This is an optimization exercise on Yosys and OpenROAD, whose aim is small area, a short achievable clock period and few clock cycles per item, not a production implementation. In this exercise RTL edits were held to simulation tests only and were not proved equivalent to the original. Power is estimated from default activity; no workload was simulated.

==> design/flow/design.v <==
module gf128_unit (
    input  wire         clk,
    input  wire         rst,
    input  wire         in_valid,
    output wire         in_ready,
    input  wire [1:0]   in_op,
    input  wire [127:0] in_data,
    output reg          out_valid,
    output reg          out_err,
    output wire [127:0] out_data
);
    localparam OP_INITH = 2'd0;
    localparam OP_MULH  = 2'd1;
    localparam OP_FOLD  = 2'd2;
    localparam OP_LOADZ = 2'd3;
    reg [127:0] h;         
    reg         hvalid;
    reg [127:0] acc;       
    reg         rdy;
    reg         c_valid;
    reg [1:0]   c_op;
    reg [127:0] c_data;
    assign in_ready = rdy;
    assign out_data = acc;
    reg  [3:0]   c_fold;
    wire [127:0] fmask = {{32{c_fold[3]}}, {32{c_fold[2]}}, {32{c_fold[1]}}, {32{c_fold[0]}}};
    wire [127:0] x = (acc & fmask) ^ c_data;
    wire [127:0] xp, hp;
    genvar gi;
    generate
        for (gi = 0; gi < 128; gi = gi + 1) begin : g_rev
            assign xp[gi] = x[127 - gi];
            assign hp[gi] = h[127 - gi];
        end
    endgenerate
    wire [254:0] pr;
    gf_mul128_d12 u_mul (.a(xp), .b(hp), .p(pr));
    wire [127:0] rp;
    assign rp[0] = (pr[128] ^ (pr[254] ^ (pr[0] ^ pr[249])));
    assign rp[1] = (((pr[1] ^ pr[249]) ^ (pr[250] ^ pr[254])) ^ (pr[128] ^ pr[129]));
    assign rp[2] = ((pr[129] ^ pr[130]) ^ ((pr[254] ^ (pr[2] ^ pr[249])) ^ ((pr[250] ^ pr[251]) ^ pr[128])));
    assign rp[3] = ((pr[129] ^ pr[130]) ^ (pr[131] ^ ((pr[3] ^ pr[250]) ^ (pr[251] ^ pr[252]))));
    assign rp[4] = ((pr[130] ^ pr[131]) ^ (pr[132] ^ ((pr[4] ^ pr[251]) ^ (pr[252] ^ pr[253]))));
    assign rp[5] = ((pr[131] ^ pr[132]) ^ (pr[133] ^ ((pr[5] ^ pr[252]) ^ (pr[253] ^ pr[254]))));
    assign rp[6] = ((pr[132] ^ pr[133]) ^ (pr[134] ^ (pr[254] ^ (pr[6] ^ pr[253]))));
    assign rp[7] = ((pr[133] ^ pr[134]) ^ (pr[135] ^ ((pr[7] ^ pr[249]) ^ pr[128])));
    assign rp[8] = ((pr[134] ^ pr[135]) ^ (pr[136] ^ ((pr[8] ^ pr[250]) ^ pr[129])));
    assign rp[9] = ((pr[135] ^ pr[136]) ^ (pr[137] ^ ((pr[9] ^ pr[251]) ^ pr[130])));
    assign rp[10] = ((pr[136] ^ pr[137]) ^ (pr[138] ^ ((pr[10] ^ pr[252]) ^ pr[131])));
    assign rp[11] = ((pr[137] ^ pr[138]) ^ (pr[139] ^ ((pr[11] ^ pr[253]) ^ pr[132])));
    assign rp[12] = ((pr[138] ^ pr[139]) ^ (pr[140] ^ ((pr[12] ^ pr[254]) ^ pr[133])));
    assign rp[13] = ((pr[139] ^ pr[140]) ^ (pr[141] ^ (pr[13] ^ pr[134])));
    assign rp[14] = ((pr[140] ^ pr[141]) ^ (pr[142] ^ (pr[14] ^ pr[135])));
    assign rp[15] = ((pr[141] ^ pr[142]) ^ (pr[143] ^ (pr[15] ^ pr[136])));
    assign rp[16] = ((pr[142] ^ pr[143]) ^ (pr[144] ^ (pr[16] ^ pr[137])));
    assign rp[17] = ((pr[143] ^ pr[144]) ^ (pr[145] ^ (pr[17] ^ pr[138])));
    assign rp[18] = ((pr[144] ^ pr[145]) ^ (pr[146] ^ (pr[18] ^ pr[139])));
    assign rp[19] = ((pr[145] ^ pr[146]) ^ (pr[147] ^ (pr[19] ^ pr[140])));
    assign rp[20] = ((pr[146] ^ pr[147]) ^ (pr[148] ^ (pr[20] ^ pr[141])));
    assign rp[21] = ((pr[147] ^ pr[148]) ^ (pr[149] ^ (pr[21] ^ pr[142])));
    assign rp[22] = ((pr[148] ^ pr[149]) ^ (pr[150] ^ (pr[22] ^ pr[143])));
    assign rp[23] = ((pr[149] ^ pr[150]) ^ (pr[151] ^ (pr[23] ^ pr[144])));
    assign rp[24] = ((pr[150] ^ pr[151]) ^ (pr[152] ^ (pr[24] ^ pr[145])));
    assign rp[25] = ((pr[151] ^ pr[152]) ^ (pr[153] ^ (pr[25] ^ pr[146])));
    assign rp[26] = ((pr[152] ^ pr[153]) ^ (pr[154] ^ (pr[26] ^ pr[147])));
    assign rp[27] = ((pr[153] ^ pr[154]) ^ (pr[155] ^ (pr[27] ^ pr[148])));
    assign rp[28] = ((pr[154] ^ pr[155]) ^ (pr[156] ^ (pr[28] ^ pr[149])));
    assign rp[29] = ((pr[155] ^ pr[156]) ^ (pr[157] ^ (pr[29] ^ pr[150])));
    assign rp[30] = ((pr[156] ^ pr[157]) ^ (pr[158] ^ (pr[30] ^ pr[151])));
    assign rp[31] = ((pr[157] ^ pr[158]) ^ (pr[159] ^ (pr[31] ^ pr[152])));
    assign rp[32] = ((pr[158] ^ pr[159]) ^ (pr[160] ^ (pr[32] ^ pr[153])));
    assign rp[33] = ((pr[159] ^ pr[160]) ^ (pr[161] ^ (pr[33] ^ pr[154])));
    assign rp[34] = ((pr[160] ^ pr[161]) ^ (pr[162] ^ (pr[34] ^ pr[155])));
    assign rp[35] = ((pr[161] ^ pr[162]) ^ (pr[163] ^ (pr[35] ^ pr[156])));
    assign rp[36] = ((pr[162] ^ pr[163]) ^ (pr[164] ^ (pr[36] ^ pr[157])));
    assign rp[37] = ((pr[163] ^ pr[164]) ^ (pr[165] ^ (pr[37] ^ pr[158])));
    assign rp[38] = ((pr[164] ^ pr[165]) ^ (pr[166] ^ (pr[38] ^ pr[159])));
    assign rp[39] = ((pr[165] ^ pr[166]) ^ (pr[167] ^ (pr[39] ^ pr[160])));
    assign rp[40] = ((pr[166] ^ pr[167]) ^ (pr[168] ^ (pr[40] ^ pr[161])));
    assign rp[41] = ((pr[167] ^ pr[168]) ^ (pr[169] ^ (pr[41] ^ pr[162])));
    assign rp[42] = ((pr[168] ^ pr[169]) ^ (pr[170] ^ (pr[42] ^ pr[163])));
    assign rp[43] = ((pr[169] ^ pr[170]) ^ (pr[171] ^ (pr[43] ^ pr[164])));
    assign rp[44] = ((pr[170] ^ pr[171]) ^ (pr[172] ^ (pr[44] ^ pr[165])));
    assign rp[45] = ((pr[171] ^ pr[172]) ^ (pr[173] ^ (pr[45] ^ pr[166])));
    assign rp[46] = ((pr[172] ^ pr[173]) ^ (pr[174] ^ (pr[46] ^ pr[167])));
    assign rp[47] = ((pr[173] ^ pr[174]) ^ (pr[175] ^ (pr[47] ^ pr[168])));
    assign rp[48] = ((pr[174] ^ pr[175]) ^ (pr[176] ^ (pr[48] ^ pr[169])));
    assign rp[49] = ((pr[175] ^ pr[176]) ^ (pr[177] ^ (pr[49] ^ pr[170])));
    assign rp[50] = ((pr[176] ^ pr[177]) ^ (pr[178] ^ (pr[50] ^ pr[171])));
    assign rp[51] = ((pr[177] ^ pr[178]) ^ (pr[179] ^ (pr[51] ^ pr[172])));
    assign rp[52] = ((pr[178] ^ pr[179]) ^ (pr[180] ^ (pr[52] ^ pr[173])));
    assign rp[53] = ((pr[179] ^ pr[180]) ^ (pr[181] ^ (pr[53] ^ pr[174])));
    assign rp[54] = ((pr[180] ^ pr[181]) ^ (pr[182] ^ (pr[54] ^ pr[175])));
    assign rp[55] = ((pr[181] ^ pr[182]) ^ (pr[183] ^ (pr[55] ^ pr[176])));
    assign rp[56] = ((pr[182] ^ pr[183]) ^ (pr[184] ^ (pr[56] ^ pr[177])));
    assign rp[57] = ((pr[183] ^ pr[184]) ^ (pr[185] ^ (pr[57] ^ pr[178])));
    assign rp[58] = ((pr[184] ^ pr[185]) ^ (pr[186] ^ (pr[58] ^ pr[179])));
    assign rp[59] = ((pr[185] ^ pr[186]) ^ (pr[187] ^ (pr[59] ^ pr[180])));
    assign rp[60] = ((pr[186] ^ pr[187]) ^ (pr[188] ^ (pr[60] ^ pr[181])));
    assign rp[61] = ((pr[187] ^ pr[188]) ^ (pr[189] ^ (pr[61] ^ pr[182])));
    assign rp[62] = ((pr[188] ^ pr[189]) ^ (pr[190] ^ (pr[62] ^ pr[183])));
    assign rp[63] = ((pr[189] ^ pr[190]) ^ (pr[191] ^ (pr[63] ^ pr[184])));
    assign rp[64] = ((pr[185] ^ pr[190]) ^ (pr[191] ^ (pr[192] ^ pr[64])));
    assign rp[65] = (((pr[192] ^ pr[193]) ^ pr[65]) ^ (pr[186] ^ pr[191]));
    assign rp[66] = ((pr[194] ^ (pr[192] ^ pr[193])) ^ (pr[66] ^ pr[187]));
    assign rp[67] = ((pr[195] ^ (pr[193] ^ pr[194])) ^ (pr[67] ^ pr[188]));
    assign rp[68] = ((pr[196] ^ (pr[194] ^ pr[195])) ^ (pr[68] ^ pr[189]));
    assign rp[69] = ((pr[197] ^ (pr[195] ^ pr[196])) ^ (pr[69] ^ pr[190]));
    assign rp[70] = ((pr[198] ^ (pr[196] ^ pr[197])) ^ (pr[70] ^ pr[191]));
    assign rp[71] = (pr[71] ^ ((pr[192] ^ pr[197]) ^ (pr[198] ^ pr[199])));
    assign rp[72] = (pr[72] ^ ((pr[193] ^ pr[198]) ^ (pr[199] ^ pr[200])));
    assign rp[73] = (pr[73] ^ ((pr[194] ^ pr[199]) ^ (pr[200] ^ pr[201])));
    assign rp[74] = (pr[74] ^ ((pr[195] ^ pr[200]) ^ (pr[201] ^ pr[202])));
    assign rp[75] = (pr[75] ^ ((pr[196] ^ pr[201]) ^ (pr[202] ^ pr[203])));
    assign rp[76] = (pr[76] ^ ((pr[197] ^ pr[202]) ^ (pr[203] ^ pr[204])));
    assign rp[77] = (pr[77] ^ ((pr[198] ^ pr[203]) ^ (pr[204] ^ pr[205])));
    assign rp[78] = (pr[78] ^ ((pr[199] ^ pr[204]) ^ (pr[205] ^ pr[206])));
    assign rp[79] = (pr[79] ^ ((pr[200] ^ pr[205]) ^ (pr[206] ^ pr[207])));
    assign rp[80] = (pr[80] ^ ((pr[201] ^ pr[206]) ^ (pr[207] ^ pr[208])));
    assign rp[81] = (pr[81] ^ ((pr[202] ^ pr[207]) ^ (pr[208] ^ pr[209])));
    assign rp[82] = (pr[82] ^ ((pr[203] ^ pr[208]) ^ (pr[209] ^ pr[210])));
    assign rp[83] = (pr[83] ^ ((pr[204] ^ pr[209]) ^ (pr[210] ^ pr[211])));
    assign rp[84] = (pr[84] ^ ((pr[205] ^ pr[210]) ^ (pr[211] ^ pr[212])));
    assign rp[85] = (pr[85] ^ ((pr[206] ^ pr[211]) ^ (pr[212] ^ pr[213])));
    assign rp[86] = (pr[86] ^ ((pr[207] ^ pr[212]) ^ (pr[213] ^ pr[214])));
    assign rp[87] = (pr[87] ^ ((pr[208] ^ pr[213]) ^ (pr[214] ^ pr[215])));
    assign rp[88] = (pr[88] ^ ((pr[209] ^ pr[214]) ^ (pr[215] ^ pr[216])));
    assign rp[89] = (pr[89] ^ ((pr[210] ^ pr[215]) ^ (pr[216] ^ pr[217])));
    assign rp[90] = (pr[90] ^ ((pr[211] ^ pr[216]) ^ (pr[217] ^ pr[218])));
    assign rp[91] = (pr[91] ^ ((pr[212] ^ pr[217]) ^ (pr[218] ^ pr[219])));
    assign rp[92] = (pr[92] ^ ((pr[213] ^ pr[218]) ^ (pr[219] ^ pr[220])));
    assign rp[93] = (pr[93] ^ ((pr[214] ^ pr[219]) ^ (pr[220] ^ pr[221])));
    assign rp[94] = (pr[94] ^ ((pr[215] ^ pr[220]) ^ (pr[221] ^ pr[222])));
    assign rp[95] = (pr[95] ^ ((pr[216] ^ pr[221]) ^ (pr[222] ^ pr[223])));
    assign rp[96] = (pr[96] ^ ((pr[217] ^ pr[222]) ^ (pr[223] ^ pr[224])));
    assign rp[97] = (pr[97] ^ ((pr[218] ^ pr[223]) ^ (pr[224] ^ pr[225])));
    assign rp[98] = (pr[98] ^ ((pr[219] ^ pr[224]) ^ (pr[225] ^ pr[226])));
    assign rp[99] = (pr[99] ^ ((pr[220] ^ pr[225]) ^ (pr[226] ^ pr[227])));
    assign rp[100] = (pr[100] ^ ((pr[221] ^ pr[226]) ^ (pr[227] ^ pr[228])));
    assign rp[101] = (pr[101] ^ ((pr[222] ^ pr[227]) ^ (pr[228] ^ pr[229])));
    assign rp[102] = (pr[102] ^ ((pr[223] ^ pr[228]) ^ (pr[229] ^ pr[230])));
    assign rp[103] = (pr[103] ^ ((pr[224] ^ pr[229]) ^ (pr[230] ^ pr[231])));
    assign rp[104] = (pr[104] ^ ((pr[225] ^ pr[230]) ^ (pr[231] ^ pr[232])));
    assign rp[105] = (pr[105] ^ ((pr[226] ^ pr[231]) ^ (pr[232] ^ pr[233])));
    assign rp[106] = (pr[106] ^ ((pr[227] ^ pr[232]) ^ (pr[233] ^ pr[234])));
    assign rp[107] = (pr[107] ^ ((pr[228] ^ pr[233]) ^ (pr[234] ^ pr[235])));
    assign rp[108] = (pr[108] ^ ((pr[229] ^ pr[234]) ^ (pr[235] ^ pr[236])));
    assign rp[109] = (pr[109] ^ ((pr[230] ^ pr[235]) ^ (pr[236] ^ pr[237])));
    assign rp[110] = (pr[110] ^ ((pr[231] ^ pr[236]) ^ (pr[237] ^ pr[238])));
    assign rp[111] = (pr[111] ^ ((pr[232] ^ pr[237]) ^ (pr[238] ^ pr[239])));
    assign rp[112] = (pr[112] ^ ((pr[233] ^ pr[238]) ^ (pr[239] ^ pr[240])));
    assign rp[113] = (pr[113] ^ ((pr[234] ^ pr[239]) ^ (pr[240] ^ pr[241])));
    assign rp[114] = (pr[114] ^ ((pr[235] ^ pr[240]) ^ (pr[241] ^ pr[242])));
    assign rp[115] = (pr[115] ^ ((pr[236] ^ pr[241]) ^ (pr[242] ^ pr[243])));
    assign rp[116] = (pr[116] ^ ((pr[237] ^ pr[242]) ^ (pr[243] ^ pr[244])));
    assign rp[117] = (pr[117] ^ ((pr[238] ^ pr[243]) ^ (pr[244] ^ pr[245])));
    assign rp[118] = (pr[118] ^ ((pr[239] ^ pr[244]) ^ (pr[245] ^ pr[246])));
    assign rp[119] = (pr[119] ^ ((pr[240] ^ pr[245]) ^ (pr[246] ^ pr[247])));
    assign rp[120] = (pr[120] ^ ((pr[241] ^ pr[246]) ^ (pr[247] ^ pr[248])));
    assign rp[121] = (pr[121] ^ ((pr[242] ^ pr[247]) ^ (pr[248] ^ pr[249])));
    assign rp[122] = (pr[122] ^ ((pr[243] ^ pr[248]) ^ (pr[249] ^ pr[250])));
    assign rp[123] = (pr[123] ^ ((pr[244] ^ pr[249]) ^ (pr[250] ^ pr[251])));
    assign rp[124] = (pr[124] ^ ((pr[245] ^ pr[250]) ^ (pr[251] ^ pr[252])));
    assign rp[125] = (pr[125] ^ ((pr[246] ^ pr[251]) ^ (pr[252] ^ pr[253])));
    assign rp[126] = (pr[126] ^ ((pr[247] ^ pr[252]) ^ (pr[253] ^ pr[254])));
    assign rp[127] = (pr[127] ^ (pr[254] ^ (pr[248] ^ pr[253])));
    wire [127:0] z;
    generate
        for (gi = 0; gi < 128; gi = gi + 1) begin : g_out
            assign z[127 - gi] = rp[gi];
        end
    endgenerate
    always @(posedge clk) begin
        c_op   <= in_op;
        c_data <= in_data;
        c_fold[0] <= (in_op == OP_FOLD);
        c_fold[1] <= (in_op == OP_FOLD) & in_valid;
        c_fold[2] <= (in_op == OP_FOLD) & rdy;
        c_fold[3] <= (in_op == OP_FOLD) & in_valid & rdy;
        if (rst) begin
            rdy       <= 1'b0;
            c_valid   <= 1'b0;
            hvalid    <= 1'b0;
            acc       <= 128'd0;
            out_valid <= 1'b0;
            out_err   <= 1'b0;
        end else begin
            rdy       <= 1'b1;
            c_valid   <= in_valid & rdy;
            out_valid <= c_valid;
            out_err   <= c_valid & (c_op[0] ^ c_op[1]) & !hvalid;
            if (c_valid) begin
                case (c_op)
                    OP_INITH: begin
                        h      <= c_data;
                        hvalid <= 1'b1;
                    end
                    OP_LOADZ: acc <= c_data;
                    default:  if (hvalid) acc <= z;
                endcase
            end
        end
    end
endmodule
module gf_mul16_d5 (
    input  wire [15:0] a,
    input  wire [15:0] b,
    output wire [30:0] p
);
    genvar i, j;
    generate
        for (i = 0; i < 31; i = i + 1) begin : g_col
            wire [15:0] t;
            for (j = 0; j < 16; j = j + 1) begin : g_t
                if (i - j >= 0 && i - j < 16) begin : g_v
                    assign t[j] = a[j] & b[i-j];
                end else begin : g_z
                    assign t[j] = 1'b0;
                end
            end
            assign p[i] = ^t;
        end
    endgenerate
endmodule
module gf_mul32_d8 (
    input  wire [31:0] a,
    input  wire [31:0] b,
    output wire [62:0] p
);
    wire [30:0] p0, p1, p2;
    gf_mul16_d5 u0 (.a(a[15:0]), .b(b[15:0]), .p(p0));
    gf_mul16_d5 u2 (.a(a[31:16]), .b(b[31:16]), .p(p2));
    gf_mul16_d5 u1 (.a(a[15:0] ^ a[31:16]), .b(b[15:0] ^ b[31:16]), .p(p1));
    wire [15:0] l0 = p0[15:0];
    wire [15:0] l1 = p1[15:0];
    wire [15:0] l2 = p2[15:0];
    wire [15:0] h0 = {1'b0, p0[30:16]};
    wire [15:0] h1 = {1'b0, p1[30:16]};
    wire [15:0] h2 = {1'b0, p2[30:16]};
    wire [15:0] s  = h0 ^ l2;
    wire [15:0] q1 = (l1 ^ (l0 ^ s));
    wire [15:0] q2 = (h1 ^ (h2 ^ s));
    assign p = {h2[14:0], q2, q1, l0};
endmodule
module gf_mul32_d6 (
    input  wire [31:0] a,
    input  wire [31:0] b,
    output wire [62:0] p
);
    genvar i, j;
    generate
        for (i = 0; i < 63; i = i + 1) begin : g_col
            wire [31:0] t;
            for (j = 0; j < 32; j = j + 1) begin : g_t
                if (i - j >= 0 && i - j < 32) begin : g_v
                    assign t[j] = a[j] & b[i-j];
                end else begin : g_z
                    assign t[j] = 1'b0;
                end
            end
            assign p[i] = ^t;
        end
    endgenerate
endmodule
module gf_mul64_d10 (
    input  wire [63:0] a,
    input  wire [63:0] b,
    output wire [126:0] p
);
    wire [62:0] p0, p1, p2;
    gf_mul32_d8 u0 (.a(a[31:0]), .b(b[31:0]), .p(p0));
    gf_mul32_d8 u2 (.a(a[63:32]), .b(b[63:32]), .p(p2));
    gf_mul32_d6 u1 (.a(a[31:0] ^ a[63:32]), .b(b[31:0] ^ b[63:32]), .p(p1));
    wire [31:0] l0 = p0[31:0];
    wire [31:0] l1 = p1[31:0];
    wire [31:0] l2 = p2[31:0];
    wire [31:0] h0 = {1'b0, p0[62:32]};
    wire [31:0] h1 = {1'b0, p1[62:32]};
    wire [31:0] h2 = {1'b0, p2[62:32]};
    wire [31:0] s  = h0 ^ l2;
    wire [31:0] q1 = (s ^ (l1 ^ l0));
    wire [31:0] q2 = (s ^ (h1 ^ h2));
    assign p = {h2[30:0], q2, q1, l0};
endmodule
module gf_mul64_d9 (
    input  wire [63:0] a,
    input  wire [63:0] b,
    output wire [126:0] p
);
    wire [62:0] p0, p1, p2;
    gf_mul32_d6 u0 (.a(a[31:0]), .b(b[31:0]), .p(p0));
    gf_mul32_d6 u2 (.a(a[63:32]), .b(b[63:32]), .p(p2));
    gf_mul32_d6 u1 (.a(a[31:0] ^ a[63:32]), .b(b[31:0] ^ b[63:32]), .p(p1));
    wire [31:0] l0 = p0[31:0];
    wire [31:0] l1 = p1[31:0];
    wire [31:0] l2 = p2[31:0];
    wire [31:0] h0 = {1'b0, p0[62:32]};
    wire [31:0] h1 = {1'b0, p1[62:32]};
    wire [31:0] h2 = {1'b0, p2[62:32]};
    wire [31:0] s  = h0 ^ l2;
    wire [31:0] q1 = (l1 ^ (l0 ^ s));
    wire [31:0] q2 = (h1 ^ (h2 ^ s));
    assign p = {h2[30:0], q2, q1, l0};
endmodule
module gf_mul128_d12 (
    input  wire [127:0] a,
    input  wire [127:0] b,
    output wire [254:0] p
);
    wire [126:0] p0, p1, p2;
    gf_mul64_d10 u0 (.a(a[63:0]), .b(b[63:0]), .p(p0));
    gf_mul64_d10 u2 (.a(a[127:64]), .b(b[127:64]), .p(p2));
    gf_mul64_d9 u1 (.a(a[63:0] ^ a[127:64]), .b(b[63:0] ^ b[127:64]), .p(p1));
    wire [63:0] l0 = p0[63:0];
    wire [63:0] l1 = p1[63:0];
    wire [63:0] l2 = p2[63:0];
    wire [63:0] h0 = {1'b0, p0[126:64]};
    wire [63:0] h1 = {1'b0, p1[126:64]};
    wire [63:0] h2 = {1'b0, p2[126:64]};
    wire [63:0] s  = h0 ^ l2;
    wire [63:0] q1 = (s ^ (l0 ^ l1));
    wire [63:0] q2 = (s ^ (h2 ^ h1));
    assign p = {h2[62:0], q2, q1, l0};
endmodule
==> design/flow/run.sh <==
#!/bin/bash
# synth_recipe.tcl (not shown) runs the flow's synth.tcl, then flattens the netlist and writes it again
# the make line also repeats each setting of config.mk as NAME=value (left out here)
make -C /OpenROAD-flow-scripts/flow DESIGN_CONFIG=/design/flow/config.mk WORK_HOME=/design/flow/orfs CLKGATE_MAP_FILE= SYNTH_SCRIPT=/design/flow/synth_recipe.tcl finish
==> design/flow/config.mk <==
export PLATFORM = sky130hd
export DESIGN_NAME = gf128_unit
export DESIGN_NICKNAME = gf128_unit
export VERILOG_FILES = /design/flow/design.v
export SDC_FILE = /design/flow/constraint.sdc
export NUM_CORES = 4
export LEC_CHECK = 0
export CAP_MARGIN = 20
export CORE_MARGIN = 2
export CORE_UTILIZATION = 65
export PLACE_DENSITY = 0.8
export SLEW_MARGIN = 20
==> design/flow/constraint.sdc <==
create_clock -name core_clock -period 5.0 [get_ports {clk}]
set_input_delay 1.0000 -clock core_clock [delete_from_list [all_inputs] [get_ports {clk}]]
set_output_delay 1.0000 -clock core_clock [all_outputs]
set_load 0.01 [all_outputs]
==> run summary, run 1 <==
- The synthesized area per cell is ~7.2 um^2.
- The row count is 176.
- Of the total synthesized cell area, the portion taken by full adders, half adders and majority gates is 0.0001663.
- Timing analysis after detailed placement gives a worst setup slack of -0.9855 ns.
- Counting tap cells, the placed design contains a total of 26550 instances.
- The horizontal die dimension is around 490 um.
- The portion of netlist area occupied by mux cells is 0.002221.
- The initial utilization of the core area, before any placement, comes to 0.6537.
- In this run the clock root is driven by a clkbuf_16.
- The run stopped with a tool error.
- In this run, synthesis produced a sequential element count of roughly 400.
- The cell type with the highest aggregate area in the netlist is xnor2_1.
- The post-synthesis instance total is 21010.
- The remaining global-route overflow is 26280.
- In the global route stage, overall resource usage came out at 1.067.
- The top-area cell type share of the netlist area is 0.3613.
- Sorting the synthesized cells by area gives the leading types as xnor2_1, xor2_1, xnor3_1.
- The pin count of the biggest net entering global routing is 116.
- For this run, the register share of the synthesized area comes to 0.06108.
- The clock tree synthesis step divided the H-tree into 2 levels.
- The flip-flop cell with the highest count after synthesis is dfxtp_1.
- The routability congestion estimate is 1.669.
- The number of distinct standard cells referenced by the synthesized netlist is between 60 and 70.
- Clock tree synthesis inserted a total of 45 buffers.
- By area, the combinational part of the netlist is dominated by XOR/XNOR gates.
- The global-route wire length before repair is between 1500 and 2000 mm.
- The fraction of registers with async set/reset is 0.
- From bottom edge to top edge, the die measures 485.1 um.
- 264 I/O pins were placed.
- The run ended at 5_1_grt.
- The simple-gate share of the synthesized area is 0.1407.
- The buffer depth of the longest clock path is 3.
- The net count of the mapped netlist is 21150.
- After clock tree synthesis, the flow added hold-fix buffers numbering 0.
- Of the total synthesized cell area, the portion taken by XOR and XNOR cells is 0.5646.
- The tool reported: "[ERROR GRT-0116] Global routing finished with congestion. Check the congestion regions in the DRC Viewer".
- For this run, the number of Yosys warnings is 1.
- For this design, the sink count on the clock tree is 395.
- During placement, the flow inserted port buffers numbering 263.
- The number of global-route vias before repair came to 243100.
- The fraction of the mapped netlist area in compound gates is 0.1773.
- The number of flops mapped to enable cells by yosys is between 100 and 150.
- After synthesis the cells add up to between 0.15 and 0.2 mm^2.
- The HPWL after detailed placement is 759.7 mm.
[what timing repair did]
action | in CTS
buffers inserted | 61
resized for setup | 572
pin swaps | 156
cloned | 0
setup endpoints to repair | 128
[routing by layer]
layer / GRT usage / overflow
met1: 0.9783 / 3907
met2: 1.254 / 14600
met3: 0.9779 / 3232
met4: 1.071 / 4073
met5: 0.9428 / 463
[stage by stage]
stage	TNS [ns]	area, um^2
after floorplan	0	150400
after detailed placement	-60.12	190600
after CTS	-19.49	195400
after global placement	-31.81	190600
[power by group through the flow]
stage | logic, W | registers (W) | clock network [W]
CTS | 0.264 | 0.00438 | 0.00382
detailed placement | 0.236 | 0.00435 | 0
global placement | 0.229 | 0.00430 | 0
floorplan | 0.126 | 0.00432 | 0
[how the worst max path moves through the flow]
stage                     startpoint        to  slack [ns]  depth (start not counted)
after CTS                 c_data[83]   acc[93]       -0.30                         18
after detailed placement   c_fold[0]  acc[112]       -0.99                         20
after global placement     c_fold[1]  acc[123]       -0.66                         21
after floorplan              acc[13]  acc[127]       0.004                         15
[Yosys cell counts, types with 30 or more instances]
library cell,number
xnor2_1,6205
or3_1,50
or2_2,51
mux2i_1,30
o21ai_1,33
xor2_1,1852
a21boi_1,88
and3b_1,129
and2_1,93
nand2_1,284
nand2b_1,42
buf_1,246
buf_2,137
and3_1,85
o211ai_1,296
xnor3_1,593
a21bo_2,120
o21ai_0,1856
nor2_1,3557
edfxtp_1,128
nand3b_1,127
clkbuf_1,1663
a21oi_1,2263
dfxtp_1,267
a211oi_1,72
nor3_1,470
[kinds of logic after synthesis]
logic type,count (synthesis)
muxes,33
DFF,395
adders and majority gates,2
xor gates and xnor gates,8698
buffers and inverters,2077
AOI/OAI and AO/OA,4871
and+or+nand+nor,4934
Testbench counts, summed over its fixed seeds: cycles 744, items 672.
==> run 2, diff against run 1 <==
--- a/design/flow/design.v
+++ b/design/flow/design.v
@@ -18,2 +18,3 @@
     reg [127:0] acc;       
+    reg         acc_zero;  
     reg         rdy;
@@ -172,2 +173,5 @@
     endgenerate
+    wire acc_we = c_valid & ((c_op == OP_LOADZ) | ((c_op[0] ^ c_op[1]) & hvalid));
+    wire acc_zero_next = rst | (acc_zero & !acc_we);
+    wire in_fold = (in_op == OP_FOLD) & !acc_zero_next;
     always @(posedge clk) begin
@@ -175,6 +179,8 @@
         c_data <= in_data;
-        c_fold[0] <= (in_op == OP_FOLD);
-        c_fold[1] <= (in_op == OP_FOLD) & in_valid;
-        c_fold[2] <= (in_op == OP_FOLD) & rdy;
-        c_fold[3] <= (in_op == OP_FOLD) & in_valid & rdy;
+        c_fold[0] <= in_fold;
+        c_fold[1] <= in_fold & in_valid;
+        c_fold[2] <= in_fold & rdy;
+        c_fold[3] <= in_fold & in_valid & rdy;
+        acc_zero  <= acc_zero_next;
+        if (acc_we) acc <= (c_op == OP_LOADZ) ? c_data : z;
         if (rst) begin
@@ -183,3 +189,2 @@
             hvalid    <= 1'b0;
-            acc       <= 128'd0;
             out_valid <= 1'b0;
@@ -197,4 +202,3 @@
                     end
-                    OP_LOADZ: acc <= c_data;
-                    default:  if (hvalid) acc <= z;
+                    default: ;
                 endcase
--- a/design/flow/config.mk
+++ b/design/flow/config.mk
@@ -9,4 +9,4 @@
 export CORE_MARGIN = 2
-export CORE_UTILIZATION = 65
-export PLACE_DENSITY = 0.8
+export CORE_UTILIZATION = 50
+export PLACE_DENSITY = 0.7
 export SLEW_MARGIN = 20
==> run 2 against run 1 <==
  * Synthesized area up 0.36%
  * Synthesized cell count down 1.8%
  * The run again fails in 5_1_grt
==> run summary, run 2 <==
- The remaining global-route overflow is 10.
- The horizontal die dimension is 553.5 um (+14%).
- The worst slack after detailed placement came to -1.471 ns (-0.4851 ns).
- The row count came to 201 (+14%).
- The number of hold buffers added after cts is 0 (unchanged).
- The pin count of the biggest net entering global routing is 130.
- The total cell area at the placement stage was 0.2083 mm^2 (+9.3%).
- The flow did not finish.
- The total of flip-flops plus latches after synthesis was 396 (+0.25%).
- The number of flops mapped to enable cells by yosys is 256 (+100%).
- The tree is rooted in a clkbuf_16.
- The number of distinct standard cells referenced by the synthesized netlist came to 63 (-4.5%).
- Ranked by total cell area, the synthesized netlist is headed by xnor2_1, xnor3_1, xor2_1.
- The initial core utilization was 0.5032 (-0.1505).
- The total clock sinks is 396 (+0.25%).
- The net count of the mapped netlist is 20770 (-1.8%).
- The count of port buffers added during placement was 263 (unchanged).
- The number of warnings reported in the yosys synthesis log is 1 (unchanged).
- The synthesized area per cell was 7.315 um^2 (+2.2%).
- The number of placed cells counting well taps is 28770 (+8.3%).
- The fraction of registers with async set/reset is 0 (unchanged).
- The stage where the run ended is 5_1_grt.
- The number of primary I/O pins is 264 (unchanged).
- The post-synth design cell area is 0.1510 mm^2 (+0.36%).
- The detailed placement HPWL was 875.6 mm (+15%).
- The number of H-tree branching levels is 2 (unchanged).
- The most frequent cell after synthesis is xnor2_1.
- The biggest area contributor in the post-synthesis netlist is xnor2_1.
- The tool reported: "[ERROR GRT-0232] Routing congestion too high. Check the congestion heatmap in the GUI".
- The total clock buffers created by CTS came to 52 (+16%).
- The buffer depth of the longest clock path is 3 (unchanged).
- The height of the chip is 553.5 um (+14%).
- The post-synthesis sequential area ratio is 0.06948 (+0.008398).
- The post-synthesis instance total is 20640 (-1.8%).
- The routability congestion estimate came to 1.413 (-15%).
- For this run, the total global-route usage over all layers was measured as 0.7388.
- The commonest cells after synthesis are xnor2_1, nor2_1, a21oi_1, o21ai_0, xor2_1.
- The top-area cell type share of the netlist area was 0.3597 (-0.001537).
- The flip-flop cell with the highest count after synthesis is edfxtp_1.
==> run 2: repair_timing <==
action | 4_1_cts
pin swaps | 167
endpoints found under the setup margin | 128
resized for setup | 510
gates cloned | 7
setup buffers | 117
==> run 2: cells by family after synthesis <==
family                     synth area share
AOI/OAI and AO/OA                    0.1744
DFF                                 0.06948
muxes                              0.004251
buffers and inverters               0.05277
xor gates and xnor gates             0.5662
adders and majority gates         0.0001657
and+or+nand+nor                      0.1328
==> run 2: stage by stage <==
step	power, W	hold WS (ns)
after floorplan	0.1092	0.4417
after global placement	0.2280	0.4540
after detailed placement	0.2291	0.4903
after CTS	0.2432	0.5360
==> run 2: layer usage <==
layer,track usage,GRT overflow
met5,0.3640,0
met4,0.6810,9
met3,0.5833,1
met2,0.8772,0
met1,0.7751,0
==> run 2: worst max path at each step <==
stage / startpoint / end / slack [ns] / cells past startpoint
after floorplan: c_fold[0] / acc[118] / -0.01 / 21
after global placement: c_fold[0] / acc[107] / -1.54 / 19
after detailed placement: c_fold[2] / acc[112] / -1.47 / 23
after CTS: c_fold[0] / acc[117] / -0.60 / 19
==> run 2: power groups by stage <==
stage                     combinational [W]  sequential, W  clock [W]
after detailed placement              0.219        0.00990          0
after floorplan                      0.0989         0.0103          0
after CTS                             0.229        0.00984    0.00417
after global placement                0.218        0.00985          0
Testbench counts of run 2, summed over its fixed seeds: cycles 744, items 672.
==> run 3, diff against run 2 <==
--- a/design/flow/design.v
+++ b/design/flow/design.v
@@ -37,3 +37,3 @@
     wire [254:0] pr;
-    gf_mul128_d12 u_mul (.a(xp), .b(hp), .p(pr));
+    gf_mul128_d11 u_mul (.a(xp), .b(hp), .p(pr));
     wire [127:0] rp;
@@ -208,42 +208,2 @@
 endmodule
-module gf_mul16_d5 (
-    input  wire [15:0] a,
-    input  wire [15:0] b,
-    output wire [30:0] p
-);
-    genvar i, j;
-    generate
-        for (i = 0; i < 31; i = i + 1) begin : g_col
-            wire [15:0] t;
-            for (j = 0; j < 16; j = j + 1) begin : g_t
-                if (i - j >= 0 && i - j < 16) begin : g_v
-                    assign t[j] = a[j] & b[i-j];
-                end else begin : g_z
-                    assign t[j] = 1'b0;
-                end
-            end
-            assign p[i] = ^t;
-        end
-    endgenerate
-endmodule
-module gf_mul32_d8 (
-    input  wire [31:0] a,
-    input  wire [31:0] b,
-    output wire [62:0] p
-);
-    wire [30:0] p0, p1, p2;
-    gf_mul16_d5 u0 (.a(a[15:0]), .b(b[15:0]), .p(p0));
-    gf_mul16_d5 u2 (.a(a[31:16]), .b(b[31:16]), .p(p2));
-    gf_mul16_d5 u1 (.a(a[15:0] ^ a[31:16]), .b(b[15:0] ^ b[31:16]), .p(p1));
-    wire [15:0] l0 = p0[15:0];
-    wire [15:0] l1 = p1[15:0];
-    wire [15:0] l2 = p2[15:0];
-    wire [15:0] h0 = {1'b0, p0[30:16]};
-    wire [15:0] h1 = {1'b0, p1[30:16]};
-    wire [15:0] h2 = {1'b0, p2[30:16]};
-    wire [15:0] s  = h0 ^ l2;
-    wire [15:0] q1 = (l1 ^ (l0 ^ s));
-    wire [15:0] q2 = (h1 ^ (h2 ^ s));
-    assign p = {h2[14:0], q2, q1, l0};
-endmodule
 module gf_mul32_d6 (
@@ -268,22 +228,2 @@
 endmodule
-module gf_mul64_d10 (
-    input  wire [63:0] a,
-    input  wire [63:0] b,
-    output wire [126:0] p
-);
-    wire [62:0] p0, p1, p2;
-    gf_mul32_d8 u0 (.a(a[31:0]), .b(b[31:0]), .p(p0));
-    gf_mul32_d8 u2 (.a(a[63:32]), .b(b[63:32]), .p(p2));
-    gf_mul32_d6 u1 (.a(a[31:0] ^ a[63:32]), .b(b[31:0] ^ b[63:32]), .p(p1));
-    wire [31:0] l0 = p0[31:0];
-    wire [31:0] l1 = p1[31:0];
-    wire [31:0] l2 = p2[31:0];
-    wire [31:0] h0 = {1'b0, p0[62:32]};
-    wire [31:0] h1 = {1'b0, p1[62:32]};
-    wire [31:0] h2 = {1'b0, p2[62:32]};
-    wire [31:0] s  = h0 ^ l2;
-    wire [31:0] q1 = (s ^ (l1 ^ l0));
-    wire [31:0] q2 = (s ^ (h1 ^ h2));
-    assign p = {h2[30:0], q2, q1, l0};
-endmodule
 module gf_mul64_d9 (
@@ -308,3 +248,23 @@
 endmodule
-module gf_mul128_d12 (
+module gf_mul64_d7 (
+    input  wire [63:0] a,
+    input  wire [63:0] b,
+    output wire [126:0] p
+);
+    genvar i, j;
+    generate
+        for (i = 0; i < 127; i = i + 1) begin : g_col
+            wire [63:0] t;
+            for (j = 0; j < 64; j = j + 1) begin : g_t
+                if (i - j >= 0 && i - j < 64) begin : g_v
+                    assign t[j] = a[j] & b[i-j];
+                end else begin : g_z
+                    assign t[j] = 1'b0;
+                end
+            end
+            assign p[i] = ^t;
+        end
+    endgenerate
+endmodule
+module gf_mul128_d11 (
     input  wire [127:0] a,
@@ -314,5 +274,5 @@
     wire [126:0] p0, p1, p2;
-    gf_mul64_d10 u0 (.a(a[63:0]), .b(b[63:0]), .p(p0));
-    gf_mul64_d10 u2 (.a(a[127:64]), .b(b[127:64]), .p(p2));
-    gf_mul64_d9 u1 (.a(a[63:0] ^ a[127:64]), .b(b[63:0] ^ b[127:64]), .p(p1));
+    gf_mul64_d9 u0 (.a(a[63:0]), .b(b[63:0]), .p(p0));
+    gf_mul64_d9 u2 (.a(a[127:64]), .b(b[127:64]), .p(p2));
+    gf_mul64_d7 u1 (.a(a[63:0] ^ a[127:64]), .b(b[63:0] ^ b[127:64]), .p(p1));
     wire [63:0] l0 = p0[63:0];
@@ -324,4 +284,4 @@
     wire [63:0] s  = h0 ^ l2;
-    wire [63:0] q1 = (s ^ (l0 ^ l1));
-    wire [63:0] q2 = (s ^ (h2 ^ h1));
+    wire [63:0] q1 = (s ^ (l1 ^ l0));
+    wire [63:0] q2 = (s ^ (h1 ^ h2));
     assign p = {h2[62:0], q2, q1, l0};
==> run 3 against run 2 <==
  * The run again fails in 5_1_grt
  * Synthesized area is 17% higher
  * Synthesized cell count up 22%
==> run summary, run 3 <==
- The flow did not finish.
- It got as far as 5_1_grt and failed there.
- The first error in the log reads "[ERROR GRT-0232] Routing congestion too high. Check the congestion heatmap in the GUI".
- The horizontal die dimension is 597.6 um (+8.0%).
- In the synthesized netlist, the cells that appear most often are xnor2_1, o21ai_0, a21oi_1, nor2_1, xor2_1.
- The initial core utilization is 0.5034 (about the same).
- The total of flip-flops plus latches after synthesis is 396 (unchanged).
- The number of flops mapped to enable cells by yosys was 256 (unchanged).
- The post-synth design cell area is 0.1762 mm^2 (+17%).
- The fraction of registers with async set/reset is 0 (unchanged).
- The remaining global-route overflow is 4.
- The number of placed cells counting well taps came to 33110 (+15%).
- The buffer depth of the longest clock path is 3 (unchanged).
- The post-synthesis sequential area ratio is 0.05954 (-0.009944).
- The total cell area at the placement stage was 0.2359 mm^2 (+13%).
- The flip-flop cell with the highest count after synthesis is edfxtp_1.
- The number of warnings reported in the yosys synthesis log is 1 (unchanged).
- The total clock buffers created by CTS is 51 (-1.9%).
- The number of hold buffers added after cts was 0 (unchanged).
- The CTS root buffer is clkbuf_16.
- The worst slack after detailed placement was -0.9353 ns (+0.5353 ns).
- The global-route usage over all layers is 0.8077.
- The number of H-tree branching levels is 2 (unchanged).
- The net count of the mapped netlist is 25230 (+21%).
- The routability congestion estimate is 1.369 (-3.2%).
- By area the synthesized netlist is led by xnor2_1, xor2_1, o21ai_0.
- The synthesized area per cell is 7.021 um^2 (-4.0%).
- The pin count of the biggest net entering global routing is between 90 and 100.
- The row count is 217 (+8.0%).
- The number of primary I/O pins is 264 (unchanged).
- xnor2_1 takes more of the synthesized area than any other cell.
- The count of port buffers added during placement is 263 (unchanged).
- The post-synthesis instance total is 25090 (+22%).
- The height of the chip is 597.6 um (+8.0%).
- The detailed placement HPWL is 1060 mm (+21%).
- The most frequent cell after synthesis is xnor2_1.
- The total clock sinks is 396 (unchanged).
- The top-area cell type share of the netlist area came to 0.3779 (+0.01816).
- The number of distinct standard cells referenced by the synthesized netlist is 45 (-29%).
-- run 3: changes by cell type after synthesis, moves of 61 or more --
cell      delta
clkbuf_1   +623
o21ai_0   +1679
buf_1      +125
a21oi_1   +1345
xnor3_1    -183
buf_2      +123
and3_1      -61
xor2_1     +558
xnor2_1   +1401
nand2_1    +307
nor3_1     -590
nor2_1     -702
-- run 3: how the worst max path moves through the flow --
stage,endpoint,slack [ns]
2_1_floorplan,acc[118],0.29
3_3_place_gp,acc[77],-1.14
3_5_place_dp,acc[84],-0.94
4_1_cts,acc[112],-0.41
-- run 3: layer usage --
| metal | overflow | GRT usage |
|---|---|---|
| met1 | 0 | 0.8312 |
| met2 | 1 | 0.9056 |
| met3 | 0 | 0.7066 |
| met4 | 0 | 0.7673 |
| met5 | 3 | 0.4996 |
-- run 3: cell families after synthesis --
group           count (synthesis)  share of synthesized area
buf+inv                      2892                    0.06432
flops                         396                    0.05954
simple gates                 3608                    0.08522
xor+xnor                    10390                     0.5573
mux                            48                   0.003054
compound gates               7758                     0.2304
fa+ha+maj                       2                  0.0001420
-- run 3: what timing repair did --
| action | CTS |
|---|---|
| pin swaps | 207 |
| gates resized for setup | 445 |
| cloned | 4 |
| setup endpoints to repair | 126 |
| buffers inserted | 146 |
-- run 3: power groups by stage --
stage	sequential, W	clock (W)	combinational [W]
CTS	0.00865	0.00430	0.168
detailed placement	0.00868	0	0.160
global placement	0.00866	0	0.159
floorplan	0.00849	0	0.0751
-- run 3: metrics by stage --
| stage | setup TNS [ns] | hold WS [ns] |
|---|---|---|
| after detailed placement | -53.17 | 0.4552 |
| after CTS | -20.64 | 0.4725 |
| after global placement | -52.36 | 0.4488 |
| after floorplan | 0 | 0.4417 |
Testbench counts of run 3, summed over its fixed seeds: cycles 744, items 672.
